Context: an optimization exercise on an open-source flow, tuned for small area, a short achievable clock period and few clock cycles per item. The choices shown serve that exercise and are no tape-out recipe. In this exercise RTL edits were held to simulation tests only and were not proved equivalent to the original.

==> flow/design.v, too long to show whole: its modules and the start of the top module <==
// module fp32_mul: 98 lines
// module mul24: 1017 lines
// module fp32_add: 109 lines
// module bq_cascade: 140 lines
module bq_cascade (
    input  wire        clk,
    input  wire        rst,
    input  wire        cfg_we,
    input  wire [4:0]  cfg_addr,
    input  wire [31:0] cfg_wdata,
    output reg  [31:0] cfg_rdata,
    input  wire        in_valid,
    output wire        in_ready,
    input  wire [31:0] in_data,
    output reg         out_valid,
    output wire [31:0] out_data,
    output wire        busy
);
  // ...
==> flow/run.sh <==
#!/bin/bash
# synth_recipe.tcl (not shown) runs the flow's synth.tcl, then flattens the netlist and writes it again
# the make line also repeats each setting of config.mk as NAME=value (left out here)
make -C /OpenROAD-flow-scripts/flow DESIGN_CONFIG=/design/flow/config.mk WORK_HOME=/design/flow/orfs CLKGATE_MAP_FILE= SYNTH_SCRIPT=/design/flow/synth_recipe.tcl finish
==> flow/config.mk <==
export PLATFORM = sky130hd
export DESIGN_NAME = bq_cascade
export DESIGN_NICKNAME = bq_cascade
export VERILOG_FILES = /design/flow/design.v
export SDC_FILE = /design/flow/constraint.sdc
export NUM_CORES = 4
export LEC_CHECK = 0
export ABC_AREA = 1
export CAP_MARGIN = 20
export CORE_MARGIN = 2
export CORE_UTILIZATION = 40
export SLEW_MARGIN = 20
==> flow/constraint.sdc <==
create_clock -name core_clock -period 22.0 [get_ports {clk}]
set_input_delay 4.4000 -clock core_clock [delete_from_list [all_inputs] [get_ports {clk}]]
set_output_delay 4.4000 -clock core_clock [all_outputs]
set_load 0.01 [all_outputs]
==> summary.txt, run 1 <==
Worst setup path
  • Startpoint Class: input pin
  • Crit path max fanout: 24
  • Nature of the critical path endpoint: output port

Global routing
  • First-pass GRT wire length: about 550000 um
  • Largest net degree at the start of global routing: ~180

Yosys
  • Most frequent cell after synthesis: nand2_1
  • Syn nets: approximately 13000
  • Syn Inst Count: between 10000 and 15000

STA
  • Post-route minimum period: between 10000 and 15000 ps
  • Max-slew headroom: 12.46%
  • Worst-margin pin slew: approximately 1300 ps
  • Final Setup Violations: 0
  • Worst clock skew: ~60 ps

Cells and area
  • Proportion of layout cells with a drive suffix above 1: around 5.7%
  • Post-route insts no fill: between 10000 and 15000
  • Multi-input gate share of total cell area: ~53%

Clocking
  • CTS H-tree lvls: 4
  • Post_cts resized: 0
  • Maximum root-to-sink buffer count: 3
  • Clk slew on worst S/H paths: 60 ps

Min path
  • Hold WC Path Type: flop to flop
  • Hold Path Origin: cs[8][1]

Outcome
  • Status: complete, no violations

Detailed routing
  • Met2 wire len: around 160000 um
  • Post-DRT Antenna Nets: 0
  • 1st-iter DRT viols: 11800

Die
  • Die ar.: 219000 um2
Testbench counts, summed over its fixed seeds: cycles 55,852, items 4,096.
==> module fp32_add, before the edit <==
module fp32_add (
    input  wire        clk,
    input  wire [31:0] a,
    input  wire [31:0] b,
    output reg  [31:0] y
);
    wire a_max = (a[30:23] == 8'hFF);
    wire b_max = (b[30:23] == 8'hFF);
    wire a_fz  = (a[22:0] == 23'd0);
    wire b_fz  = (b[22:0] == 23'd0);
    wire a_nan = a_max & ~a_fz;
    wire b_nan = b_max & ~b_fz;
    wire a_inf = a_max & a_fz;
    wire b_inf = b_max & b_fz;
    wire a_sub  = (a[30:23] == 8'h00);
    wire b_sub  = (b[30:23] == 8'h00);
    wire a_zero = a_sub & a_fz;
    wire b_zero = b_sub & b_fz;
    wire [7:0]  xea = a_sub ? 8'd1 : a[30:23];
    wire [7:0]  xeb = b_sub ? 8'd1 : b[30:23];
    wire [23:0] ma  = {~a_sub, a[22:0]};
    wire [23:0] mb  = {~b_sub, b[22:0]};
    reg [4:0] tza, tzb;
    integer i;
    always @* begin
        tza = 5'd24;
        for (i = 23; i >= 0; i = i - 1)
            if (ma[i]) tza = i[4:0];
        tzb = 5'd24;
        for (i = 23; i >= 0; i = i - 1)
            if (mb[i]) tzb = i[4:0];
    end
    wire        swap = b[30:0] > a[30:0];
    wire        meq  = b[30:0] == a[30:0];
    wire        sx   = swap ? b[31] : a[31];
    wire        sub  = a[31] ^ b[31];
    wire [7:0]  ex   = swap ? xeb : xea;
    wire [23:0] mx   = swap ? mb : ma;
    wire [23:0] mz   = swap ? ma : mb;
    wire [4:0]  tzz  = swap ? tza : tzb;
    wire        zz   = swap ? a_zero : b_zero;
    wire [7:0]  dab  = xea - xeb;
    wire [7:0]  dba  = xeb - xea;
    wire [7:0]  d    = swap ? dba : dab;
    wire [4:0]  dsh = (d > 8'd27) ? 5'd27 : d[4:0];
    wire [26:0] zs  = {mz, 3'b000} >> dsh;
    wire        zst = ~zz & (({3'b0, tzz} + 8'd3) < d);
    wire [26:0] za  = {zs[26:1], zs[0] | zst};
    wire [26:0] xa  = {mx, 3'b000};
    wire [27:0] s = sub ? ({1'b0, xa} - {1'b0, za}) : ({1'b0, xa} + {1'b0, za});
    wire nan_r  = a_nan | b_nan | (a_inf & b_inf & sub);
    wire inf_r  = a_inf | b_inf;
    wire infs_r = a_inf ? a[31] : b[31];
    wire zero_r = (sub & meq) | (a_zero & b_zero);
    wire zs_r   = ~sub & sx;
    reg [27:0] s_q;
    reg [7:0]  ex_q;
    reg        sx_q, nan_q, inf_q, infs_q, zero_q, zs_q;
    always @(posedge clk) begin
        s_q    <= s;
        ex_q   <= ex;
        sx_q   <= sx;
        nan_q  <= nan_r;
        inf_q  <= inf_r;
        infs_q <= infs_r;
        zero_q <= zero_r;
        zs_q   <= zs_r;
    end
    reg [4:0] lz;
    always @* begin
        lz = 5'd27;
        for (i = 0; i < 27; i = i + 1)
            if (s_q[i]) lz = 5'd26 - i[4:0];
    end
    reg [26:0] n;       
    reg [8:0]  en;      
    reg [4:0]  lsh;
    always @* begin
        if (s_q[27]) begin
            n   = {s_q[27:2], s_q[1] | s_q[0]};
            en  = {1'b0, ex_q} + 9'd1;
            lsh = 5'd0;
        end else begin
            if ({1'b0, ex_q} - 9'd1 >= {4'b0, lz})
                lsh = lz;
            else
                lsh = ex_q[4:0] - 5'd1;
            n   = s_q[26:0] << lsh;
            en  = {1'b0, ex_q} - {4'b0, lsh};
        end
    end
    wire [23:0] mant   = n[26:3];
    wire        guard  = n[2];
    wire        sticky = n[1] | n[0];
    wire        inc    = guard & (sticky | mant[0]);
    wire [32:0] sum    = {en - 9'd1, 23'b0} + {9'b0, mant} + {32'b0, inc};
    always @(posedge clk) begin
        if (nan_q)
            y <= 32'h7FC00000;
        else if (inf_q)
            y <= {infs_q, 8'hFF, 23'b0};
        else if (zero_q)
            y <= {zs_q, 31'b0};
        else if (sum >= 33'h07F800000)
            y <= {sx_q, 8'hFF, 23'b0};
        else
            y <= {sx_q, sum[30:0]};
    end
endmodule
==> module bq_cascade, before the edit <==
module bq_cascade (
    input  wire        clk,
    input  wire        rst,
    input  wire        cfg_we,
    input  wire [4:0]  cfg_addr,
    input  wire [31:0] cfg_wdata,
    output reg  [31:0] cfg_rdata,
    input  wire        in_valid,
    output wire        in_ready,
    input  wire [31:0] in_data,
    output reg         out_valid,
    output wire [31:0] out_data,
    output wire        busy
);
    reg [31:0] coef [0:19];    
    reg [31:0] st   [0:7];     
    reg [1:0]  nsec_m1;        
    reg [11:0] cv;             
    reg [1:0]  cs [0:11];      
    reg [2:0]  fw;             
    reg [3:0]  gap;            
    reg [1:0]  nsec;           
    reg [31:0] xin;            
    reg        xin_v;
    wire xin_free = cv[3] & (cs[3] == 2'd0);    
    assign in_ready = ~xin_v | xin_free;
    wire accept = in_valid & in_ready;
    wire one_sec = (nsec_m1 == 2'd0);
    wire next_gap5 = (gap == 4'd4);             
    wire next_gap8 = (gap >= 4'd7);             
    wire have_in   = xin_v | accept;
    wire start = (nsec != 2'd0) ? next_gap5
               : (have_in & (next_gap8 | (next_gap5 & ~one_sec)));
    assign busy = xin_v | (|cv) | (nsec != 2'd0);
    reg  [31:0] ma, mb, aa, ab;
    wire [31:0] mr, ar;
    fp32_mul u_mul (.clk(clk), .a(ma), .b(mb), .y(mr));
    fp32_add u_add (.clk(clk), .a(aa), .b(ab), .y(ar));
    assign out_data = ar;
    reg [31:0] yv;             
    reg [31:0] h1, h2;         
    reg  [4:0] caddr;
    wire [4:0] raddr = busy ? caddr : cfg_addr;
    wire [4:0] soff = raddr - 5'd20;
    reg  [31:0] rdata;
    always @* begin
        if (raddr < 5'd20)
            rdata = coef[raddr];
        else if (raddr < 5'd28)
            rdata = st[soff[2:0]];
        else if (raddr == 5'd28)
            rdata = {30'b0, nsec_m1};
        else
            rdata = 32'h0;
    end
    always @* cfg_rdata = rdata;
    reg [31:0] cr;
    always @(posedge clk) cr <= busy ? rdata : coef[0];
    reg [4:0] caddr_n;
    always @* begin
        if (start)      caddr_n = {1'b0, nsec, 2'b00}  + {3'b0, nsec}  + 5'd1;  
        else if (cv[1]) caddr_n = {1'b0, cs[1], 2'b00} + {3'b0, cs[1]} + 5'd2;  
        else if (cv[2]) caddr_n = {1'b0, cs[2], 2'b00} + {3'b0, cs[2]} + 5'd3;  
        else if (cv[5]) caddr_n = {1'b0, cs[5], 2'b00} + {3'b0, cs[5]} + 5'd4;  
        else            caddr_n = {1'b0, nsec, 2'b00}  + {3'b0, nsec};          
    end
    wire v_x = (cv[0] & (cs[0] == 2'd0)) | (cv[1] & (cs[1] == 2'd0)) | (cv[3] & (cs[3] == 2'd0));
    wire [31:0] vdat = v_x ? xin : yv;
    always @* begin
        ma = cr;
        mb = cv[4] ? ar : vdat;
    end
    reg [2:0] saddr;
    reg [1:0] bsel;      
    reg       asel;      
    always @(posedge clk) begin
        saddr <= cv[1] ? {cs[1], 1'b0} : {cs[7], 1'b1};
        bsel  <= cv[5] ? 2'd1 : cv[8] ? 2'd2 : (cv[1] & fw[1]) ? 2'd3 : 2'd0;
        asel  <= cv[7];
    end
    always @* begin
        aa = asel ? ar : mr;
        case (bsel)
            2'd0: ab = st[saddr];
            2'd1: ab = h1;
            2'd2: ab = h2;
            default: ab = ar;
        endcase
    end
    wire        wd1 = cv[10];
    wire        wd2 = cv[11];
    wire [2:0]  waddr = wd1 ? {cs[10], 1'b0} : {cs[11], 1'b1};
    wire [2:0]  cfg_soff = cfg_addr[2:0] - 3'd4;      
    integer k;
    always @(posedge clk) begin
        for (k = 0; k < 20; k = k + 1)
            if (rst)
                coef[k] <= 32'h0;
            else if (cfg_we && cfg_addr == k)
                coef[k] <= cfg_wdata;
        for (k = 0; k < 8; k = k + 1)
            if (rst)
                st[k] <= 32'h0;
            else if ((wd1 | wd2) && waddr == k)
                st[k] <= ar;
            else if (cfg_we && cfg_addr >= 5'd20 && cfg_addr < 5'd28 && cfg_soff == k)
                st[k] <= cfg_wdata;
        if (rst)
            nsec_m1 <= 2'd0;
        else if (cfg_we && cfg_addr == 5'd28)
            nsec_m1 <= cfg_wdata[1:0];
        if (cv[4]) yv <= ar;
        if (cv[3]) h1 <= mr;
        if (cv[5]) h2 <= mr;
        if (accept) xin <= in_data;
        caddr <= caddr_n;
        if (rst) begin
            cv        <= 12'd0;
            fw        <= 3'd0;
            gap       <= 4'd8;
            nsec      <= 2'd0;
            xin_v     <= 1'b0;
            out_valid <= 1'b0;
        end else begin
            cv   <= {cv[10:0], start};
            fw   <= {fw[1:0], start & one_sec & (gap == 4'd7)};
            gap  <= start ? 4'd0 : (gap == 4'd8) ? 4'd8 : gap + 4'd1;
            if (start)
                nsec <= (nsec == nsec_m1) ? 2'd0 : nsec + 2'd1;
            if (accept)
                xin_v <= 1'b1;
            else if (xin_free)
                xin_v <= 1'b0;
            out_valid <= cv[3] & (cs[3] == nsec_m1);
        end
        cs[0] <= nsec;
        for (k = 1; k < 12; k = k + 1)
            cs[k] <= cs[k-1];
    end
endmodule
==> inputs of run 2 (changes only) <==
--- a/flow/design.v
+++ b/flow/design.v
@@ -1162,7 +1162,7 @@
     wire        zst = ~zz & (({3'b0, tzz} + 8'd3) < d);
     wire [26:0] za  = {zs[26:1], zs[0] | zst};
     wire [26:0] xa  = {mx, 3'b000};
-    wire [27:0] s = sub ? ({1'b0, xa} - {1'b0, za}) : ({1'b0, xa} + {1'b0, za});
+    wire [27:0] s = {1'b0, xa} + ({1'b0, za} ^ {28{sub}}) + {27'b0, sub};
     wire nan_r  = a_nan | b_nan | (a_inf & b_inf & sub);
     wire inf_r  = a_inf | b_inf;
     wire infs_r = a_inf ? a[31] : b[31];
@@ -1294,28 +1294,33 @@
         ma = cr;
         mb = cv[4] ? ar : vdat;
     end
-    reg [2:0] saddr;
-    reg [1:0] bsel;      
-    reg       asel;      
+    reg [31:0] bq;
+    reg        bfw;      
+    reg        asel;     
     always @(posedge clk) begin
-        saddr <= cv[1] ? {cs[1], 1'b0} : {cs[7], 1'b1};
-        bsel  <= cv[5] ? 2'd1 : cv[8] ? 2'd2 : (cv[1] & fw[1]) ? 2'd3 : 2'd0;
-        asel  <= cv[7];
+        if (cv[1])      bq <= (cv[10] & (cs[10] == cs[1])) ? ar : st[{cs[1], 1'b0}];
+        else if (cv[5]) bq <= h1;
+        else if (cv[7]) bq <= st[{cs[7], 1'b1}];
+        else            bq <= h2;
+        bfw  <= cv[1] & fw[1];
+        asel <= cv[7];
     end
     always @* begin
         aa = asel ? ar : mr;
-        case (bsel)
-            2'd0: ab = st[saddr];
-            2'd1: ab = h1;
-            2'd2: ab = h2;
-            default: ab = ar;
-        endcase
+        ab = bfw ? ar : bq;
     end
     wire        wd1 = cv[10];
     wire        wd2 = cv[11];
     wire [2:0]  waddr = wd1 ? {cs[10], 1'b0} : {cs[11], 1'b1};
     wire [2:0]  cfg_soff = cfg_addr[2:0] - 3'd4;      
+    wire [31:0] st_wd = (wd1 | wd2) ? ar : cfg_wdata;
+    wire        cfg_st = cfg_we & (cfg_addr >= 5'd20) & (cfg_addr < 5'd28);
+    reg  [7:0]  st_we;
     integer k;
+    always @* begin
+        for (k = 0; k < 8; k = k + 1)
+            st_we[k] = ((wd1 | wd2) & (waddr == k)) | (cfg_st & (cfg_soff == k));
+    end
     always @(posedge clk) begin
         for (k = 0; k < 20; k = k + 1)
             if (rst)
@@ -1325,10 +1330,8 @@
         for (k = 0; k < 8; k = k + 1)
             if (rst)
                 st[k] <= 32'h0;
-            else if ((wd1 | wd2) && waddr == k)
-                st[k] <= ar;
-            else if (cfg_we && cfg_addr >= 5'd20 && cfg_addr < 5'd28 && cfg_soff == k)
-                st[k] <= cfg_wdata;
+            else if (st_we[k])
+                st[k] <= st_wd;
         if (rst)
             nsec_m1 <= 2'd0;
         else if (cfg_we && cfg_addr == 5'd28)
==> flow/flow/run.sh (new file) <==
#!/bin/bash
set -euo pipefail
bash standard.sh \
  SETUP_SLACK_MARGIN=10 \
  "BUFFER_PORTS_ARGS=-buffer_cell sky130_fd_sc_hd__buf_2" \
  "CTS_ARGS=-sink_clustering_enable -repair_clock_nets -dont_use_dummy_load" \
  finish > flow_make.log 2>&1
==> flow/standard.sh (new file) <==
#!/bin/bash
# synth_recipe.tcl (not shown) runs the flow's synth.tcl, then flattens the netlist and writes it again
# the make line also repeats each setting of config.mk as NAME=value (left out here)
make -C /OpenROAD-flow-scripts/flow DESIGN_CONFIG=/design/flow/config.mk WORK_HOME=/design/flow/orfs CLKGATE_MAP_FILE= SYNTH_SCRIPT=/design/flow/synth_recipe.tcl "${@:-finish}"
removed: flow/run.sh
==> summary.txt, run 2 <==
Yosys
  • Ys async rst share: 0% (unchanged)
  • Syn nets: 12430 (was 12720)
  • Share of the synthesized area in the top cell type: 28.12% (was 27.09%)
  • Syn Inst Count: 11650 (was 11920)
  • Sequential area share after synthesis: 32.65% (was 31.55%)
  • Post-synth cell types: 83 (was 77)
  • Area of the mapped netlist: 84930 um2 (was 86100 um2)
  • Most frequent cell after synthesis: nand2_1 (unchanged)
  • Leading area contributor after synthesis: dfxtp_1 (unchanged)
  • Post-synth EDFFs: 128 (unchanged)
  • Prevailing post-synth register cell: dfxtp_1 (unchanged)
  • Top post-synthesis cells by area: dfxtp_1 28%, fa_1 12%, nand2_1 8.6% (was dfxtp_1 27%, fa_1 11%, nand2_1 9.1%)
  • Register bit total from synthesis: 1321 (was 1293)
  • Syn Area/Cell: 7.291 um2 (was 7.225 um2)
  • Synth top cells by count: 1941 x nand2_1, 1397 x inv_1, 1281 x nor2_1 (was 2093 x nand2_1, 1533 x inv_1, 1166 x o21ai_0)
  • Ys Warns: 6 (unchanged)

Die
  • Die Ht: 464.8 um (was 467.9 um)
  • Row cnt: 169 (was 170)
  • I/O Pins: 140 (unchanged)
  • Die width: 464.8 um (was 467.9 um)
  • Core Area: 211700 um2 (was 214200 um2)
  • Die ar.: 216000 um2 (was 219000 um2)
  • Initial Util: 40.12% (was 40.20%)

Clocking
  • CTS tree: yes (unchanged)
  • Total CTS buffers: 149 (unchanged)
  • Clk slew on worst S/H paths: 50 ps (was 60 ps)
  • Maximum root-to-sink buffer count: 3 (unchanged)
  • CTS H-tree lvls: 4 (unchanged)
  • Clock Latency Late Sink: 840 ps (was 850 ps)
  • Clk root buf: clkbuf_16 (unchanged)
  • Sinks on Clock Net: 1321 (was 1293)

Detailed routing
  • Final wirelength: 359800 um (was 382800 um)
  • DRC viols: 0 (unchanged)
  • Per-cell routed wire length: 25.22 um (was 26.19 um)
  • DR pass1 iterations: 8 (was 9)
  • DR top layer: met5 (unchanged)
  • DR WL met3: 37910 um (was 47550 um)
  • Met2 wire len: 154500 um (was 158700 um)
  • 1st-iter DRT viols: 11330 (was 11800)
  • Vias per cell: 5.839 (was 5.967)
  • Post-DRT Antenna Nets: 0 (unchanged)
  • M1 WL: 143000 um (was 156900 um)
  • Via count: 83290 (was 87230)

Global routing
  • Number of global-route vias before repair: 79170 (was 82460)
  • Global-route usage over all layers: 32.28% (was 33.98%)
  • Remaining global-route overflow: 0 (unchanged)
  • Initial antenna violation count: 28 (was 20)
  • Largest net degree at the start of global routing: 160 (was 178)
  • First-pass GRT wire length: 524200 um (was 554600 um)

Worst setup path
  • Worst path slowest cell: o31ai_1 (was o21ai_0)
  • Nature of the critical path endpoint: output port (unchanged)
  • Worst EP required: 17600 ps (about the same)
  • CP cell instances: clkbuf_4 -> clkinvlp_4 -> o21ai_4 -> clkinvlp_4 -> nor2_2 -> buf_4 -> inv_1 -> o21ai_0 -> a21oi_1 -> o2111ai_1 -> a21oi_1 -> o31ai_1 -> buf_2 (was clkdlybuf4s50_1 -> inv_1 -> o21ai_1 -> clkinv_1 -> nor2_1 -> inv_1 -> nor2_2 -> buf_4 -> clkinv_1 -> o22ai_1 -> a221oi_1 -> nand4_1 -> a2111oi_1 -> o21ai_0 -> clkdlybuf4s50_1)
  • Max incr delay on CP: 870 ps (was 910 ps)
  • Crit path max fanout: 22 (was 24)
  • Buf/Inv on CP: 6 (was 7)
  • CP arrival: 7750 ps (was 10590 ps)
  • Top Family by Delay on Critical Path: buffers and inverters (unchanged)
  • Flop-to-flop setup slack: 11020 ps (was 9530 ps)
  • Startpoint Class: input pin (unchanged)
  • Worst Setup Path Type: input pin to output port (unchanged)

Cells and area
  • Proportion of layout cells with a drive suffix above 1: 7.402% (was 5.727%)
  • Most frequent cells in the layout: 1918 x nand2_1, 1383 x inv_1, 1247 x nor2_1 (was 2077 x nand2_1, 1525 x inv_1, 1161 x dfxtp_1)
  • Nets: 12210 (was 12450)
  • Flip-flop count of the largest register after layout: 640 (unchanged)
  • Largest register by flop count: coef (unchanged)
  • Final instance area: 92610 um2 (was 95220 um2)
  • Top flop regs: coef: 640 flops, st: 256 flops, u_mul.p_q: 48 flops (unchanged)
  • P&R area growth vs syn: 9.046% (was 10.60%)
  • FILL cells: 21400 (was 21690)
  • Multi-input logic area: 49320 um2 (was 50050 um2)
  • Post-route insts no fill: 14260 (was 14620)
  • Most common cell after layout, fill and taps aside: nand2_1 (unchanged)
  • Sequential cell area: 27730 um2 (was 27170 um2)

STA
  • Final Max Tran Viols: 0 (unchanged)
  • Worst clock skew: 110.2 ps (was 59.97 ps)
  • Hold Worst Slack: 315.7 ps (was 305.4 ps)
  • RSZ-0062 raised after global routing: yes (was no)
  • Setup TNS: 0 ps (unchanged)
  • Max Clock Freq: 82.30 MHz (was 66.71 MHz)
  • Final Setup Violations: 0 (unchanged)
  • Max-slew headroom: 21.40% (was 12.46%)
  • Final Hold Fails: 0 (unchanged)
  • Final Cycle Share: 55.23% (was 68.13%)
  • Worst-margin pin slew: 1167 ps (was 1313 ps)
  • Post-route minimum period: 12150 ps (was 14990 ps)

Min path
  • Hold WC Path Type: flop to flop (unchanged)

Outcome
  • Status: complete, no violations (unchanged)

Placement
  • Port Buffers: 139 (unchanged)
  • Placed Area: 88080 um2 (was 90090 um2)
  • Gpl congestion: 0.9847 (was 0.9763)
  • Dpl cells: 14070 (was 14330)
  • HPWL Detailed: 251100 um (was 266500 um)

Flow run
  • Max_cap viols: 0 (unchanged)
==> run 2: cell types whose count changed in the layout (fill, tap and decap cells not counted), moves of 138 or more <==
| cell | before | now |
|---|---|---|
| a21oi_1 | 951 | 1102 |
| a31oi_1 | 213 | 27 |
| clkdlybuf4s50_1 | 138 | 0 |
| inv_1 | 1525 | 1383 |
| nand2_1 | 2077 | 1918 |
| nor2_1 | 1051 | 1247 |
==> run 2: per-stage QoR <==
stage          utilization [%]  setup slack, ps
2_1_floorplan                -            10710
3_3_place_gp             41.61             7664
3_5_place_dp             41.61             7692
4_1_cts                  43.56             9915
5_1_grt                  43.75             9887
6_report                 43.75             9849
==> run 2: final cells by class <==
type                            count  share of cell area (%)
Clock buffer                      149                   4.026
Inverter                         1463                   5.992
Antenna cell                       13                 0.03513
Sequential cell                  1321                   29.94
Timing Repair Buffer              381                   2.941
Tap cell                         2821                   3.811
Multi-Input combinational cell   8116                   53.25
==> run 2: repair_timing <==
action | CTS | global route
pin swaps | 7 | 15
hold buffers | 0 | 0
gates cloned | 1 | 3
setup endpoints to repair | 32 | 32
resized for setup | 67 | 53
buffers inserted | 19 | 9
==> run 2: cell families (layout without fill, tap and decap cells) <==
logic type | count (synthesis) | count (layout) | share of synthesized area [%]
buf+inv | 2212 | 1993 | 10.02
fa+ha+maj | 705 | 705 | 14.73
compound gates | 3060 | 3060 | 20.03
xor+xnor | 176 | 176 | 1.815
simple gates | 4154 | 4155 | 20.54
mux | 19 | 19 | 0.2239
flops | 1321 | 1321 | 32.65
other cells | 1 | 14 | 0.004415
==> run 2: path summary, 6_finish.rpt <==
path / from / endpoint / cells past startpoint
hold / removal: cs[8][1] / cs[9][1] / 0
setup / recovery: cfg_addr[2] / cfg_rdata[2] / 13
hold reg to reg: cs[8][1] / cs[9][1] / 0
setup reg to reg: cv[3] / u_mul.p_q[46] / 39
==> run 2: per-layer routing <==
metal  vias up  GRT usage, %
met2      4840         49.04
met5         -             0
met1     39690         42.49
met4        12         18.77
met3      1066         6.504
li1      37680             -
Testbench counts of run 2, summed over its fixed seeds: cycles 55,852, items 4,096.
==> inputs of run 3 (changes only) <==
--- a/flow/design.v
+++ b/flow/design.v
@@ -1263,23 +1263,20 @@
     assign out_data = ar;
     reg [31:0] yv;             
     reg [31:0] h1, h2;         
-    reg  [4:0] caddr;
-    wire [4:0] raddr = busy ? caddr : cfg_addr;
-    wire [4:0] soff = raddr - 5'd20;
-    reg  [31:0] rdata;
+    wire [4:0] soff = cfg_addr - 5'd20;
     always @* begin
-        if (raddr < 5'd20)
-            rdata = coef[raddr];
-        else if (raddr < 5'd28)
-            rdata = st[soff[2:0]];
-        else if (raddr == 5'd28)
-            rdata = {30'b0, nsec_m1};
+        if (cfg_addr < 5'd20)
+            cfg_rdata = coef[cfg_addr];
+        else if (cfg_addr < 5'd28)
+            cfg_rdata = st[soff[2:0]];
+        else if (cfg_addr == 5'd28)
+            cfg_rdata = {30'b0, nsec_m1};
         else
-            rdata = 32'h0;
+            cfg_rdata = 32'h0;
     end
-    always @* cfg_rdata = rdata;
-    reg [31:0] cr;
-    always @(posedge clk) cr <= busy ? rdata : coef[0];
+    reg  [4:0]  caddr;
+    reg  [31:0] cr;
+    always @(posedge clk) cr <= coef[caddr];
     reg [4:0] caddr_n;
     always @* begin
         if (start)      caddr_n = {1'b0, nsec, 2'b00}  + {3'b0, nsec}  + 5'd1;  
@@ -1340,7 +1337,7 @@
         if (cv[3]) h1 <= mr;
         if (cv[5]) h2 <= mr;
         if (accept) xin <= in_data;
-        caddr <= caddr_n;
+        caddr <= rst ? 5'd0 : caddr_n;
         if (rst) begin
             cv        <= 12'd0;
             fw        <= 3'd0;
==> flow/flow/run.sh (replaced) <==
#!/bin/bash
set -euo pipefail
bash standard.sh \
  SETUP_SLACK_MARGIN=11 \
  "BUFFER_PORTS_ARGS=-buffer_cell sky130_fd_sc_hd__buf_2" \
  "CTS_ARGS=-sink_clustering_enable -repair_clock_nets -dont_use_dummy_load" \
  finish > flow_make.log 2>&1
--- a/flow/config.mk
+++ b/flow/config.mk
@@ -8,5 +8,6 @@
 export ABC_AREA = 1
 export CAP_MARGIN = 20
 export CORE_MARGIN = 2
-export CORE_UTILIZATION = 40
+export CORE_UTILIZATION = 55
+export CTS_BUF_LIST = sky130_fd_sc_hd__clkbuf_8
 export SLEW_MARGIN = 20
==> summary.txt, run 3 <==
Yosys
  • Syn nets: 12980 (was 12430)
  • Leading area contributor after synthesis: dfxtp_1 (unchanged)
  • Synth Area in Compound Gates: 22.26% (was 20.03%)
  • Main combinational cell family by area after synthesis: compound AO/OA/AOI/OAI gates (was simple AND/OR/NAND/NOR gates)
  • Syn Area/Cell: 7.187 um2 (was 7.291 um2)
  • Synth top cells by count: 1806 x nand2_1, 1664 x inv_1, 1438 x o21ai_0 (was 1941 x nand2_1, 1397 x inv_1, 1281 x nor2_1)
  • Post-synth cell types: 87 (was 83)
  • Most frequent cell after synthesis: nand2_1 (unchanged)
  • Area of the mapped netlist: 87690 um2 (was 84930 um2)
  • Post-synthesis mux area share: 0.1826% (was 0.2239%)
  • Ys async rst share: 0% (unchanged)
  • Top post-synthesis cells by area: dfxtp_1 27%, fa_1 11%, o21ai_0 8.2% (was dfxtp_1 28%, fa_1 12%, nand2_1 8.6%)
  • Synth Area in Adders: 14.26% (was 14.73%)
  • Syn Inst Count: 12200 (was 11650)
  • Prevailing post-synth register cell: dfxtp_1 (unchanged)
  • Register bit total from synthesis: 1321 (unchanged)
  • Share of the synthesized area in the top cell type: 27.23% (was 28.12%)
  • Post-synth EDFFs: 128 (unchanged)
  • Xor/xnor share of the synthesized area: 1.808% (was 1.815%)
  • Sequential area share after synthesis: 31.62% (was 32.65%)
  • Ys Warns: 6 (unchanged)
  • Simple-gate share of the synthesized area: 18.86% (was 20.54%)

STA
  • Worst clock skew: 85.13 ps (was 110.2 ps)
  • Hold Worst Slack: 319.6 ps (was 315.7 ps)
  • Max Clock Freq: 89.33 MHz (was 82.30 MHz)
  • RSZ-0062 raised after global routing: yes (unchanged)
  • Max-slew headroom: 12.88% (was 21.40%)
  • Worst-margin pin slew: 1301 ps (was 1167 ps)
  • Final Max Tran Viols: 0 (unchanged)
  • Final Setup Violations: 0 (unchanged)
  • Final Hold Fails: 0 (unchanged)
  • Final Cycle Share: 50.88% (was 55.23%)
  • Post-route minimum period: 11190 ps (was 12150 ps)
  • Worst setup margin: 10810 ps (was 9849 ps)
  • Setup TNS: 0 ps (unchanged)

Global routing
  • Global-route usage over all layers: 44.60% (was 32.28%)
  • First-pass GRT wire length: 545700 um (was 524200 um)
  • Number of global-route vias before repair: 85290 (was 79170)
  • Largest net degree at the start of global routing: 196 (was 160)
  • Remaining global-route overflow: 0 (unchanged)
  • Initial antenna violation count: 29 (was 28)

Cells and area
  • Proportion of layout cells with a drive suffix above 1: 8.258% (was 7.402%)
  • P&R area growth vs syn: 9.916% (was 9.046%)
  • Nets: 12790 (was 12210)
  • Largest register by flop count: coef (unchanged)
  • Most frequent cells in the layout: 1780 x nand2_1, 1626 x inv_1, 1403 x o21ai_0 (was 1918 x nand2_1, 1383 x inv_1, 1247 x nor2_1)
  • Flip-flop count of the largest register after layout: 640 (unchanged)
  • Most common cell after layout, fill and taps aside: nand2_1 (unchanged)
  • Top flop regs: coef: 640 flops, st: 256 flops, u_mul.p_q: 48 flops (unchanged)

Placement
  • Port Buffers: 139 (unchanged)
  • Gpl congestion: 1.074 (was 0.9847)
  • HPWL Detailed: 257600 um (was 251100 um)
  • Post-Place Setup Slack: 9232 ps (was 7692 ps)

Clocking
  • Maximum root-to-sink buffer count: 3 (unchanged)
  • Clk root buf: clkbuf_16 (unchanged)
  • Hold-fix buffers, CTS: 0 (unchanged)
  • Clk slew on worst S/H paths: 60 ps (was 50 ps)
  • Total CTS buffers: 148 (was 149)
  • Sinks on Clock Net: 1321 (unchanged)
  • Clock Latency Late Sink: 840 ps (about the same)
  • CTS tree: yes (unchanged)
  • CTS H-tree lvls: 4 (unchanged)

Die
  • Initial Util: 55.37% (was 40.12%)
  • Core Area: 158400 um2 (was 211700 um2)
  • Die Ht: 403.3 um (was 464.8 um)
  • Row cnt: 146 (was 169)
  • I/O Pins: 140 (unchanged)
  • Die ar.: 162700 um2 (was 216000 um2)
  • Die width: 403.3 um (was 464.8 um)

Detailed routing
  • Vias per cell: 6.424 (was 5.839)
  • Final wirelength: 375100 um (was 359800 um)
  • DR top layer: met5 (unchanged)
  • DR WL met3: 55040 um (was 37910 um)
  • 1st-iter DRT viols: 14000 (was 11330)
  • Via count: 90550 (was 83290)
  • Post-DRT Antenna Nets: 0 (unchanged)
  • DRC viols: 0 (unchanged)
  • Met2 wire len: 150400 um (was 154500 um)
  • DR pass1 iterations: 14 (was 8)
  • Per-cell routed wire length: 26.61 um (was 25.22 um)
  • M1 WL: 143600 um (was 143000 um)

Worst setup path
  • CP arrival: 6790 ps (was 7750 ps)
  • Worst Setup Path Type: input pin to output port (unchanged)
  • Crit path max fanout: 14 (was 22)
  • Reg2Reg Depth: 38 (was 39)
  • Startpoint Class: input pin (unchanged)
  • Nature of the critical path endpoint: output port (unchanged)
  • Worst EP required: 17600 ps (about the same)

Min path
  • Hold WC Path Type: flop to flop (unchanged)
  • Hold path depth: 0 (unchanged)

Outcome
  • Status: complete, no violations (unchanged)

Flow run
  • Max_cap viols: 0 (unchanged)
## run 3: cell count changes after synthesis, sizes merged, moves of 40 or more
cell / before / now
a221oi: 117 / 74
nand3: 635 / 532
nor4: 44 / 124
o21ai: 1335 / 1545
o22ai: 161 / 452
clkbuf: 648 / 688
inv: 1425 / 1686
nand2: 1977 / 1820
## run 3: final timing paths
| kind | end | slack [ps] | start |
|---|---|---|---|
| worst max register to register | u_add.s_q[27] | 11890 | u_add.y[22] |
| worst min register to register | cs[7][0] | 320 | cs[6][0] |
| worst min-delay path | cs[7][0] | 320 | cs[6][0] |
| worst max-delay path | cfg_rdata[29] | 10810 | cfg_addr[2] |
## run 3: worst max-delay path, cell delays in order
cell	delay (ps)
buf_12	120
clkinvlp_4	150
nor2_2	50
inv_2	90
nor2_1	100
inv_2	70
buf_4	170
buf_12	210
o22ai_1	130
nor4_4	340
nand4_1	240
o21ai_4	370
o31ai_4	150
buf_2	180
## run 3: per-layer routing
| layer | vias up | GRT usage, % |
|---|---|---|
| met5 | - | 0 |
| met3 | 1637 | 14.28 |
| met4 | 24 | 25.19 |
| li1 | 39890 | - |
| met1 | 42430 | 59.58 |
| met2 | 6574 | 63.43 |
## run 3: cell families (layout without fill, tap and decap cells)
kind of cell	Yosys count	after routing
buffers and inverters	2508	2319
other	1	12
AO/OA/AOI/OAI	3519	3519
AND/OR/NAND/NOR	3951	3951
XOR/XNOR	181	181
flip-flops	1321	1321
multiplexers	16	16
adder cells (fa/ha/maj)	705	705
## run 3: cell type report
type	count	area [um2]
fillers	14640	61990
multi-input cells	8373	51740
flip-flops and latches	1321	27730
inverters	1716	6529
repair buffers	454	4060
clock buffers	148	3704
well taps	2072	2592
diodes	11	27.53
repair inverters	1	7.507
## run 3: stage by stage
stage	cells	utilization (%)	instance area, um2
2_1_floorplan	12200	-	87690
3_3_place_gp	13830	56.59	89620
3_5_place_dp	13830	56.60	89640
4_1_cts	14030	60.07	95130
5_1_grt	14090	60.85	96370
6_report	14100	60.86	96390
## run 3: repair_timing
item / CTS / global route
setup buffers: 35 / 46
gates resized for setup: 252 / 118
endpoints found under the setup margin: 32 / 32
gates cloned: 14 / 8
pin swaps: 51 / 57
Testbench counts of run 3, summed over its fixed seeds: cycles 55,852, items 4,096.
==> inputs of run 4 (changes only) <==
==> flow/flow/run.sh (replaced) <==
#!/bin/bash
set -euo pipefail
bash standard.sh \
  SETUP_SLACK_MARGIN=10.6 \
  "BUFFER_PORTS_ARGS=-buffer_cell sky130_fd_sc_hd__buf_2" \
  "CTS_ARGS=-sink_clustering_enable -repair_clock_nets -dont_use_dummy_load" \
  finish > flow_make.log 2>&1
==> summary.txt, run 4 <==
Global routing
  • Largest net degree at the start of global routing: 196 (unchanged)
  • Remaining global-route overflow: 0 (unchanged)
  • Global-route usage over all layers: 44.04% (was 44.60%)
  • Initial antenna violation count: 35 (was 29)
  • First-pass GRT wire length: 540400 um (was 545700 um)
  • Number of global-route vias before repair: 84730 (was 85290)

Detailed routing
  • Final wirelength: 368300 um (was 375100 um)
  • DR pass1 iterations: 9 (was 14)
  • Via count: 89470 (was 90550)
  • Post-DRT Antenna Nets: 0 (unchanged)
  • Per-cell routed wire length: 26.26 um (was 26.61 um)
  • DRC viols: 0 (unchanged)
  • 1st-iter DRT viols: 13010 (was 14000)
  • Vias per cell: 6.379 (was 6.424)

Worst setup path
  • Worst EP required: 17600 ps (about the same)
  • Worst Setup Path Type: input pin to output port (unchanged)
  • Startpoint Class: input pin (unchanged)
  • Crit path max fanout: 17 (was 14)
  • Nature of the critical path endpoint: output port (unchanged)
  • CP arrival: 7100 ps (was 6790 ps)
  • Critical path startpoint: cfg_addr[1] (was cfg_addr[2])
  • FF-to-FF Start: u_add.y[22] (unchanged)

STA
  • RSZ-0062 raised after global routing: yes (unchanged)
  • Final Hold Fails: 0 (unchanged)
  • Final Cycle Share: 52.27% (was 50.88%)
  • Worst-margin pin slew: 1254 ps (was 1301 ps)
  • Max Clock Freq: 86.97 MHz (was 89.33 MHz)
  • Final Max Tran Viols: 0 (unchanged)
  • Post-route minimum period: 11500 ps (was 11190 ps)
  • Worst clock skew: 72.74 ps (was 85.13 ps)
  • Final Setup Violations: 0 (unchanged)
  • Max-slew headroom: 16.00% (was 12.88%)
  • Worst setup margin: 10500 ps (was 10810 ps)
  • Setup TNS: 0 ps (unchanged)

Cells and area
  • Multi-input logic area: 51120 um2 (was 51740 um2)
  • Top flop regs: coef: 640 flops, st: 256 flops, u_mul.p_q: 48 flops (unchanged)
  • P&R area growth vs syn: 7.813% (was 9.916%)
  • Flip-flop count of the largest register after layout: 640 (unchanged)
  • Sequential cell area: 27730 um2 (unchanged)
  • Proportion of layout cells with a drive suffix above 1: 7.002% (was 8.258%)
  • Most common cell after layout, fill and taps aside: nand2_1 (unchanged)
  • FILL cells: 14820 (was 14640)
  • Most frequent cells in the layout: 1787 x nand2_1, 1643 x inv_1, 1408 x o21ai_0 (was 1780 x nand2_1, 1626 x inv_1, 1403 x o21ai_0)
  • Largest register by flop count: coef (unchanged)
  • Nets: 12720 (was 12790)

Yosys
  • Most frequent cell after synthesis: nand2_1 (unchanged)
  • Synth top cells by count: 1806 x nand2_1, 1664 x inv_1, 1438 x o21ai_0 (unchanged)
  • Area of the mapped netlist: 87690 um2 (unchanged)
  • Post-synth EDFFs: 128 (unchanged)
  • Syn nets: 12980 (unchanged)
  • Syn Area/Cell: 7.187 um2 (unchanged)
  • Ys Warns: 6 (unchanged)
  • Sequential area share after synthesis: 31.62% (unchanged)
  • Top post-synthesis cells by area: dfxtp_1 27%, fa_1 11%, o21ai_0 8.2% (unchanged)
  • Leading area contributor after synthesis: dfxtp_1 (unchanged)
  • Ys async rst share: 0% (unchanged)
  • Register bit total from synthesis: 1321 (unchanged)
  • Syn Inst Count: 12200 (unchanged)
  • Post-synth cell types: 87 (unchanged)
  • Share of the synthesized area in the top cell type: 27.23% (unchanged)
  • Prevailing post-synth register cell: dfxtp_1 (unchanged)

Clocking
  • CTS tree: yes (unchanged)
  • Clk slew on worst S/H paths: 60 ps (about the same)
  • Clk root buf: clkbuf_16 (unchanged)
  • Maximum root-to-sink buffer count: 3 (unchanged)
  • Sinks on Clock Net: 1321 (unchanged)
  • CTS H-tree lvls: 4 (unchanged)
  • Hold-fix buffers, CTS: 0 (unchanged)
  • Total CTS buffers: 148 (unchanged)
  • Clock Latency Late Sink: 810 ps (was 840 ps)

Placement
  • Post-Place Setup Slack: 9232 ps (unchanged)
  • Port Buffers: 139 (unchanged)
  • HPWL Detailed: 257600 um (unchanged)
  • Gpl congestion: 1.074 (unchanged)

Die
  • Die Ht: 403.3 um (unchanged)
  • Row cnt: 146 (unchanged)
  • I/O Pins: 140 (unchanged)
  • Die ar.: 162700 um2 (unchanged)
  • Die width: 403.3 um (unchanged)
  • Initial Util: 55.37% (unchanged)
  • Core Area: 158400 um2 (unchanged)

Min path
  • Hold WC Path Type: flop to flop (unchanged)
  • Hold Path Origin: cs[6][0] (unchanged)

Flow run
  • Max_cap viols: 0 (unchanged)

Outcome
  • Status: complete, no violations (unchanged)
[run 4: kinds of logic (layout without fill, tap and decap cells)]
logic type / after synthesis / in the layout / share of synthesized area, %
AND/OR/NAND/NOR: 3951 / 3951 / 18.86
AO/OA/AOI/OAI: 3519 / 3519 / 22.26
buffers and inverters: 2508 / 2246 / 11.00
flip-flops: 1321 / 1321 / 31.62
adder cells (fa/ha/maj): 705 / 705 / 14.26
XOR/XNOR: 181 / 181 / 1.808
multiplexers: 16 / 16 / 0.1826
other: 1 / 13 / 0.004276
[run 4: path summary, 6_finish.rpt]
| kind | cells past startpoint | slack, ps | endpoint |
|---|---|---|---|
| setup reg to reg | 38 | 12000 | u_add.s_q[27] |
| hold / removal | 0 | 320 | cs[7][0] |
| setup / recovery | 14 | 10500 | cfg_rdata[9] |
| hold reg to reg | 0 | 320 | cs[7][0] |
[run 4: critical path, stage by stage]
cell and delay, ps:
buf_2 140, nand2_1 190, nor2_1 60, inv_1 110, nor2_1 50, buf_4 190
clkinvlp_4 140, buf_8 220, o22ai_1 160, nor4_4 550, nand4_1 230, a21oi_4 290
o21ai_2 160, buf_2 180
[run 4: stage by stage]
stage          utilization [%]  hold WS (ps)  std cells  cell area, um2
2_1_floorplan                -         309.6      12200           87690
3_3_place_gp             56.59         310.3      13830           89620
3_5_place_dp             56.60         312.1      13830           89640
4_1_cts                  59.36         325.7      13990           94010
5_1_grt                  59.68         333.2      14020           94530
6_report                 59.70         320.7      14020           94550
[run 4: cell type report]
cell class                 count  share of cell area [%]
tap                         2072                   2.742
sequential                  1321                   29.33
clock buffer                 148                   3.917
inverter                    1716                   6.863
timing repair inverter         1                0.007940
timing repair buffer         381                   3.037
antenna                       12                 0.03176
multi-input combinational   8373                   54.07
[run 4: per-layer routing]
layer  global-route usage [%]  vias up  part of all wire, %
li1                         -    39730                    -
met1                    58.75    42020                   39
met2                    62.84     6213                   41
met3                    13.87     1480                   14
met4                    25.03       22                  6.6
met5                        0        -                0.058
[run 4: what timing repair did]
| action | 4_1_cts | 5_1_grt |
|---|---|---|
| buffers inserted | 11 | 13 |
| endpoints found under the setup margin | 32 | 32 |
| cloned | 2 | 5 |
| pin swaps | 11 | 18 |
| resized for setup | 114 | 62 |
==> inputs of run 5 (changes only) <==
--- a/flow/design.v
+++ b/flow/design.v
@@ -1310,24 +1310,24 @@
     wire        wd2 = cv[11];
     wire [2:0]  waddr = wd1 ? {cs[10], 1'b0} : {cs[11], 1'b1};
     wire [2:0]  cfg_soff = cfg_addr[2:0] - 3'd4;      
-    wire [31:0] st_wd = (wd1 | wd2) ? ar : cfg_wdata;
-    wire        cfg_st = cfg_we & (cfg_addr >= 5'd20) & (cfg_addr < 5'd28);
+    wire [31:0] coef_wd = cfg_wdata & {32{~rst}};
+    wire [31:0] st_wd   = ((wd1 | wd2) ? ar : cfg_wdata) & {32{~rst}};
+    wire        cfg_st  = cfg_we & (cfg_addr >= 5'd20) & (cfg_addr < 5'd28);
+    reg  [19:0] coef_we;
     reg  [7:0]  st_we;
     integer k;
     always @* begin
+        for (k = 0; k < 20; k = k + 1)
+            coef_we[k] = rst | (cfg_we & (cfg_addr == k));
         for (k = 0; k < 8; k = k + 1)
-            st_we[k] = ((wd1 | wd2) & (waddr == k)) | (cfg_st & (cfg_soff == k));
+            st_we[k] = rst | ((wd1 | wd2) & (waddr == k)) | (cfg_st & (cfg_soff == k));
     end
     always @(posedge clk) begin
         for (k = 0; k < 20; k = k + 1)
-            if (rst)
-                coef[k] <= 32'h0;
-            else if (cfg_we && cfg_addr == k)
-                coef[k] <= cfg_wdata;
+            if (coef_we[k])
+                coef[k] <= coef_wd;
         for (k = 0; k < 8; k = k + 1)
-            if (rst)
-                st[k] <= 32'h0;
-            else if (st_we[k])
+            if (st_we[k])
                 st[k] <= st_wd;
         if (rst)
             nsec_m1 <= 2'd0;
==> flow/flow/run.sh (replaced) <==
#!/bin/bash
set -euo pipefail
bash standard.sh \
  SETUP_SLACK_MARGIN=11 \
  "BUFFER_PORTS_ARGS=-buffer_cell sky130_fd_sc_hd__buf_2" \
  "CTS_ARGS=-sink_clustering_enable -repair_clock_nets -dont_use_dummy_load" \
  finish > flow_make.log 2>&1
==> summary.txt, run 5 <==
Global routing
  • First-pass GRT wire length: 507800 um (was 540400 um)
  • Initial antenna violation count: 27 (was 35)
  • Global-route usage over all layers: 44.45% (was 44.04%)
  • Number of global-route vias before repair: 74390 (was 84730)
  • Remaining global-route overflow: 0 (unchanged)
  • Largest net degree at the start of global routing: 81 (was 196)

Yosys
  • Syn Inst Count: 9680 (was 12200)
  • Synth top cells by count: 1917 x nand2_1, 1396 x inv_1, 1024 x edfxtp_1 (was 1806 x nand2_1, 1664 x inv_1, 1438 x o21ai_0)
  • Share of the synthesized area in the top cell type: 35.87% (was 27.23%)
  • Sequential area share after synthesis: 42.81% (was 31.62%)
  • Ys Warns: 6 (unchanged)
  • Post-synth cell types: 88 (was 87)
  • Syn Area/Cell: 8.855 um2 (was 7.187 um2)
  • Top post-synthesis cells by area: edfxtp_1 36%, fa_1 11%, nand2_1 8.4% (was dfxtp_1 27%, fa_1 11%, o21ai_0 8.2%)
  • Syn nets: 10460 (was 12980)
  • Most frequent cell after synthesis: nand2_1 (unchanged)
  • Leading area contributor after synthesis: edfxtp_1 (was dfxtp_1)
  • Register bit total from synthesis: 1321 (unchanged)
  • Post-synth EDFFs: 1024 (was 128)
  • Area of the mapped netlist: 85720 um2 (was 87690 um2)
  • Ys async rst share: 0% (unchanged)
  • Prevailing post-synth register cell: edfxtp_1 (was dfxtp_1)

STA
  • Final Cycle Share: 51.08% (was 52.27%)
  • RSZ-0062 raised after global routing: yes (unchanged)
  • Worst-margin pin slew: 1273 ps (was 1254 ps)
  • Worst clock skew: 132.8 ps (was 72.74 ps)
  • Max-slew headroom: 14.58% (was 16.00%)
  • Post-route minimum period: 11240 ps (was 11500 ps)
  • Final Max Tran Viols: 0 (unchanged)
  • Setup TNS: 0 ps (unchanged)
  • Final Hold Fails: 0 (unchanged)
  • Final Setup Violations: 0 (unchanged)
  • Max Clock Freq: 88.99 MHz (was 86.97 MHz)
  • Worst setup margin: 10760 ps (was 10500 ps)

Flow run
  • Max_cap viols: 0 (unchanged)

Placement
  • HPWL Detailed: 240500 um (was 257600 um)
  • Post-Place Setup Slack: 8938 ps (was 9232 ps)
  • Gpl congestion: 0.9961 (was 1.074)
  • Port Buffers: 139 (unchanged)

Die
  • Die ar.: 159000 um2 (was 162700 um2)
  • I/O Pins: 140 (unchanged)
  • Row cnt: 144 (was 146)
  • Die width: 398.8 um (was 403.3 um)
  • Initial Util: 55.52% (was 55.37%)
  • Die Ht: 398.8 um (was 403.3 um)
  • Core Area: 154400 um2 (was 158400 um2)

Cells and area
  • Top flop regs: coef: 640 flops, st: 256 flops, u_mul.p_q: 48 flops (unchanged)
  • Flip-flop count of the largest register after layout: 640 (unchanged)
  • Most common cell after layout, fill and taps aside: nand2_1 (unchanged)
  • Most frequent cells in the layout: 1901 x nand2_1, 1370 x inv_1, 1024 x edfxtp_1 (was 1787 x nand2_1, 1643 x inv_1, 1408 x o21ai_0)
  • P&R area growth vs syn: 12.20% (was 7.813%)
  • Largest register by flop count: coef (unchanged)
  • Post-layout util: 62.29% (was 59.70%)
  • Nets: 10630 (was 12720)
  • Proportion of layout cells with a drive suffix above 1: 10.67% (was 7.002%)

Worst setup path
  • CP arrival: 6840 ps (was 7100 ps)
  • Worst Setup Path Type: input pin to output port (unchanged)
  • Startpoint Class: input pin (unchanged)
  • Crit path max fanout: 6 (was 17)
  • Nature of the critical path endpoint: output port (unchanged)
  • Worst EP required: 17600 ps (about the same)

Clocking
  • Clock Latency Late Sink: 830 ps (was 810 ps)
  • Sinks on Clock Net: 1321 (unchanged)
  • Hold-fix buffers, CTS: 0 (unchanged)
  • Clk slew on worst S/H paths: 60 ps (about the same)
  • CTS H-tree lvls: 4 (unchanged)
  • CTS tree: yes (unchanged)
  • Total CTS buffers: 142 (was 148)
  • Maximum root-to-sink buffer count: 3 (unchanged)
  • Clk root buf: clkbuf_16 (unchanged)

Detailed routing
  • DRC viols: 0 (unchanged)
  • DR pass1 iterations: 9 (unchanged)
  • Per-cell routed wire length: 30.01 um (was 26.26 um)
  • Vias per cell: 6.517 (was 6.379)
  • Via count: 77620 (was 89470)
  • 1st-iter DRT viols: 12190 (was 13010)
  • Post-DRT Antenna Nets: 0 (unchanged)
  • Final wirelength: 357500 um (was 368300 um)

Min path
  • Hold WC Path Type: flop to flop (unchanged)

Outcome
  • Status: complete, no violations (unchanged)
## run 5: cell types whose count changed in the layout (fill, tap and decap cells not counted), sizes merged, moves of 113 or more
| cell | change |
|---|---|
| dfxtp | -896 |
| nand2 | +113 |
| a21oi | -697 |
| edfxtp | +896 |
| a221oi | +139 |
| o21ai | -871 |
| nor2 | -406 |
| o22ai | -252 |
| inv | -261 |
## run 5: critical path: stages
cell	delay, ps
buf_12	120
clkinv_8	50
nor2_4	30
inv_4	80
nor2_4	50
buf_12	130
clkinv_8	40
nor2_4	20
buf_6	120
clkinvlp_4	150
buf_6	140
buf_12	140
buf_12	130
buf_4	120
o22ai_1	70
a221oi_2	210
nand4_1	200
a21oi_4	300
o22ai_2	150
buf_2	170
## run 5: stage by stage
step / hold WS, ps / instance area [um2] / std cells
after floorplan: 309.6 / 85720 / 9680
after global placement: 309.9 / 89280 / 11630
after detailed placement: 313.2 / 89290 / 11630
after CTS: 326.8 / 95520 / 11870
after global routing: 329.2 / 96150 / 11900
final: 325.7 / 96180 / 11910
## run 5: cell type report
cell class                      count  area [um2]
Multi-Input combinational cell   6444       43360
Timing Repair Buffer              481        4360
Tap cell                         2044        2557
Clock buffer                      142        3553
Timing Repair inverter              1       7.507
Sequential cell                  1321       36710
Fill cell                       13130       58230
Inverter                         1461        5595
Antenna cell                       16       40.04
## run 5: layer usage
layer	routed length [um]	track usage, %	part of all wire, %
met5	66	0.1513	0.018
met3	54340	17.25	15
met4	25950	25.64	7.3
met1	129300	56.53	36
met2	147900	64.52	41
## run 5: path summary, 6_finish.rpt
path | start | to | slack, ps | depth (start not counted)
worst max-delay path | cfg_addr[0] | cfg_rdata[31] | 10760 | 20
worst min-delay path | cs[4][0] | cs[5][0] | 330 | 0
worst max register to register | cv[3] | u_mul.p_q[47] | 11850 | 35
worst min register to register | cs[4][0] | cs[5][0] | 330 | 0
## run 5: logic make-up (layout without fill, tap and decap cells)
family	after synthesis	after routing	synth area share, %
buf+inv	1915	2085	8.626
mux	19	19	0.2262
other cells	1	17	0.004375
xor+xnor	184	184	1.889
flops	1321	1321	42.81
simple gates	3600	3600	17.72
compound gates	1934	1934	14.12
fa+ha+maj	706	706	14.61
## run 5: repair_timing
| item | in CTS | in global routing |
|---|---|---|
| gates cloned | 15 | 2 |
| pin swaps | 78 | 73 |
| setup endpoints to repair | 32 | 33 |
| resized for setup | 357 | 75 |
| setup buffers | 84 | 18 |
Testbench counts of run 5, summed over its fixed seeds: cycles 55,852, items 4,096.
==> inputs of run 6 (changes only) <==
==> flow/flow/run.sh (replaced) <==
#!/bin/bash
set -euo pipefail
bash standard.sh \
  SETUP_SLACK_MARGIN=11 \
  "BUFFER_PORTS_ARGS=-buffer_cell sky130_fd_sc_hd__buf_2" \
  "CTS_ARGS=-sink_clustering_enable -repair_clock_nets -dont_use_dummy_load -buf_list sky130_fd_sc_hd__clkbuf_8" \
  finish > flow_make.log 2>&1
--- a/flow/config.mk
+++ b/flow/config.mk
@@ -9,5 +9,4 @@
 export CAP_MARGIN = 20
 export CORE_MARGIN = 2
 export CORE_UTILIZATION = 55
-export CTS_BUF_LIST = sky130_fd_sc_hd__clkbuf_8
 export SLEW_MARGIN = 20
==> summary.txt, run 6 <==
Cells and area
  • Nets: 10710 (was 10630)
  • Largest register by flop count: coef (unchanged)
  • Sequential cell area: 36700 um2 (was 36710 um2)
  • Flip-flop count of the largest register after layout: 640 (unchanged)
  • Post-layout util: 61.99% (was 62.29%)
  • Most frequent cells in the layout: 1901 x nand2_1, 1370 x inv_1, 1024 x edfxtp_1 (unchanged)
  • Proportion of layout cells with a drive suffix above 1: 11.45% (was 10.67%)
  • Multi-input logic area: 43460 um2 (was 43360 um2)
  • Most common cell after layout, fill and taps aside: nand2_1 (unchanged)
  • FILL cells: 13300 (was 13130)
  • Final instance area: 95720 um2 (was 96180 um2)
  • Top flop regs: coef: 640 flops, st: 256 flops, u_mul.p_q: 48 flops (unchanged)
  • P&R area growth vs syn: 11.66% (was 12.20%)

Detailed routing
  • DR pass1 iterations: 9 (unchanged)
  • Per-cell routed wire length: 29.76 um (was 30.01 um)
  • Vias per cell: 6.498 (was 6.517)
  • Final wirelength: 356600 um (was 357500 um)
  • DRC viols: 0 (unchanged)
  • 1st-iter DRT viols: 11740 (was 12190)
  • Via count: 77870 (was 77620)
  • Post-DRT Antenna Nets: 0 (unchanged)

Yosys
  • Share of the synthesized area in the top cell type: 35.87% (unchanged)
  • Leading area contributor after synthesis: edfxtp_1 (unchanged)
  • Post-synth EDFFs: 1024 (unchanged)
  • Syn Area/Cell: 8.855 um2 (unchanged)
  • Register bit total from synthesis: 1321 (unchanged)
  • Area of the mapped netlist: 85720 um2 (unchanged)
  • Syn Inst Count: 9680 (unchanged)
  • Prevailing post-synth register cell: edfxtp_1 (unchanged)
  • Ys async rst share: 0% (unchanged)
  • Syn nets: 10460 (unchanged)
  • Synth top cells by count: 1917 x nand2_1, 1396 x inv_1, 1024 x edfxtp_1 (unchanged)
  • Post-synth cell types: 88 (unchanged)
  • Ys Warns: 6 (unchanged)
  • Most frequent cell after synthesis: nand2_1 (unchanged)
  • Sequential area share after synthesis: 42.81% (unchanged)
  • Top post-synthesis cells by area: edfxtp_1 36%, fa_1 11%, nand2_1 8.4% (unchanged)

STA
  • Final Max Tran Viols: 0 (unchanged)
  • Max-slew headroom: 13.40% (was 14.58%)
  • Setup TNS: 0 ps (unchanged)
  • Post-route minimum period: 11240 ps (about the same)
  • Worst clock skew: 166.7 ps (was 132.8 ps)
  • Final Cycle Share: 51.10% (was 51.08%)
  • Max Clock Freq: 88.96 MHz (was 88.99 MHz)
  • Final Setup Violations: 0 (unchanged)
  • RSZ-0062 raised after global routing: yes (unchanged)
  • Final Hold Fails: 0 (unchanged)
  • Worst-margin pin slew: 1287 ps (was 1273 ps)

Global routing
  • Number of global-route vias before repair: 74730 (was 74390)
  • Global-route usage over all layers: 44.26% (was 44.45%)
  • Remaining global-route overflow: 0 (unchanged)
  • Largest net degree at the start of global routing: 81 (unchanged)
  • First-pass GRT wire length: 506400 um (was 507800 um)
  • Initial antenna violation count: 28 (was 27)

Worst setup path
  • CP cell instances: buf_6 -> nor2_2 -> nand2_1 -> nor2_1 -> buf_6 -> clkinv_4 -> buf_12 -> o22ai_1 -> a211oi_2 -> a21oi_4 -> a31o_4 -> buf_6 (was buf_12 -> clkinv_8 -> nor2_4 -> inv_4 -> nor2_4 -> buf_12 -> clkinv_8 -> nor2_4 -> buf_6 -> clkinvlp_4 -> buf_6 -> buf_12 -> buf_12 -> buf_4 -> o22ai_1 -> a221oi_2 -> nand4_1 -> a21oi_4 -> o22ai_2 -> buf_2)
  • Flop-to-flop setup slack: 11840 ps (was 11850 ps)
  • Worst EP required: 17600 ps (about the same)
  • CP arrival: 6840 ps (about the same)
  • Worst r2r dst: u_mul.p_q[46] (was u_mul.p_q[47])
  • Worst Setup Path Type: input pin to output port (unchanged)
  • FF-to-FF Start: cv[3] (unchanged)
  • Crit path max fanout: 17 (was 6)
  • Max incr delay on CP: 470 ps (was 300 ps)
  • Nature of the critical path endpoint: output port (unchanged)
  • Worst path slowest cell: a21oi_4 (unchanged)
  • Startpoint Class: input pin (unchanged)
  • Reg2Reg Depth: 40 (was 35)
  • Cell mode on critical path: buf_6 (was buf_12)

Die
  • Core Area: 154400 um2 (unchanged)
  • Die ar.: 159000 um2 (unchanged)
  • Initial Util: 55.52% (unchanged)
  • Row cnt: 144 (unchanged)
  • I/O Pins: 140 (unchanged)
  • Die width: 398.8 um (unchanged)
  • Die Ht: 398.8 um (unchanged)

Placement
  • Gpl congestion: 0.9961 (unchanged)
  • HPWL Detailed: 240500 um (unchanged)
  • Placed Area: 89290 um2 (unchanged)
  • Port Buffers: 139 (unchanged)

Flow run
  • Max_cap viols: 0 (unchanged)

Clocking
  • Clk root buf: clkbuf_8 (was clkbuf_16)
  • Hold-fix buffers, CTS: 0 (unchanged)
  • Sinks on Clock Net: 1321 (unchanged)
  • Clock Latency Late Sink: 980 ps (was 830 ps)
  • Maximum root-to-sink buffer count: 3 (unchanged)
  • Clk slew on worst S/H paths: 60 ps (about the same)
  • Total CTS buffers: 215 (was 142)
  • CTS H-tree lvls: 4 (unchanged)
  • CTS tree: yes (unchanged)

Outcome
  • Status: complete, no violations (unchanged)

Min path
  • Hold WC Path Type: flop to flop (unchanged)
  • Hold path depth: 0 (unchanged)
  • Sink of the worst hold path: cs[5][0] (unchanged)
  • Hold Path Origin: cs[4][0] (unchanged)
[run 6: how the worst max path moves through the flow]
stage	from	to	slack, ps	cells past startpoint
2_1_floorplan	cfg_addr[2]	cfg_rdata[22]	11220	12
3_3_place_gp	cfg_addr[0]	cfg_rdata[4]	8960	17
3_5_place_dp	cfg_addr[0]	cfg_rdata[4]	8940	17
4_1_cts	cfg_addr[0]	cfg_rdata[19]	10820	19
5_1_grt	cfg_addr[0]	cfg_rdata[19]	10800	19
6_report	cfg_addr[3]	cfg_rdata[8]	10760	12
[run 6: logic make-up (layout without fill, tap and decap cells)]
logic type	after synthesis	in the layout	synth area share [%]
compound gates	1934	1934	14.12
xor+xnor	184	184	1.889
fa+ha+maj	706	706	14.61
buf+inv	1915	2162	8.626
flops	1321	1321	42.81
mux	19	19	0.2262
other cells	1	14	0.004375
simple gates	3600	3600	17.72
[run 6: layer usage]
layer  share of wire (%)  GRT usage, %  vias to the layer above
li1                    -             -                    33060
met1                  36         56.62                    36940
met2                  41         64.46                     6237
met3                  15         16.28                     1621
met4                 7.5         25.71                       20
met5               0.049        0.1513                        -
[run 6: through the flow]
step                setup WS, ps  hold WS [ps]  cells
finish                     10760         326.2  11980
global route               10800         308.9  11970
CTS                        10820         294.5  11940
detailed placement          8938         313.2  11630
global placement            8956         309.9  11630
floorplan                  11220         309.6   9680
[run 6: repair_timing]
action,in CTS,in global routing
buffers inserted,78,28
pin swaps,72,73
resized for setup,360,91
gates cloned,11,5
setup endpoints to repair,32,33
[run 6: layout make-up]
type | instances | area share, %
clock buffer | 215 | 3.092
sequential | 1321 | 38.35
inverter | 1461 | 5.858
antenna | 13 | 0.03399
tap | 2044 | 2.672
multi-input combinational | 6444 | 45.41
timing repair buffer | 486 | 4.591
[run 6: critical path: cells and delay by family]
family / cells / cell delay (ps)
simple gates: 3 / 510
buf+inv: 5 / 890
compound gates: 4 / 980

==> afterwards: timing with drivers on the ports <==
The flow's constraints put no driver on any port. The routed layouts listed below were extracted and timed again, unchanged, in two steps.
Step 1 assumes that a clkbuf_16 drives the clock port and a buf_2 every other input.
Step 2 times the ports against the registers' clock, not the clock port: input delays grow and output delays shrink by t, the midpoint of the rising clock arrivals with the driver on.
a / b / c = ideal ports / drivers / drivers and shift; a / b = the first two.
run	t, ns	setup WS [ns]	worst register clock-pin slew, ns
run 1	0.913	7.010 / 6.985 / 6.985	0.08 / 0.08
run 2	0.886	9.849 / 9.825 / 9.825	0.06 / 0.06
run 3	0.869	10.806 / 10.700 / 10.700	0.07 / 0.07
run 4	0.859	10.501 / 10.438 / 10.438	0.07 / 0.07
run 5	0.857	10.762 / 10.710 / 10.710	0.07 / 0.07
run 6	0.990	10.759 / 10.706 / 10.706	0.07 / 0.07
After both steps every run listed still meets setup and hold. The setup slack of run 3, which loses most, moves by -0.106 ns with the drivers and by -0.106 ns with both steps.
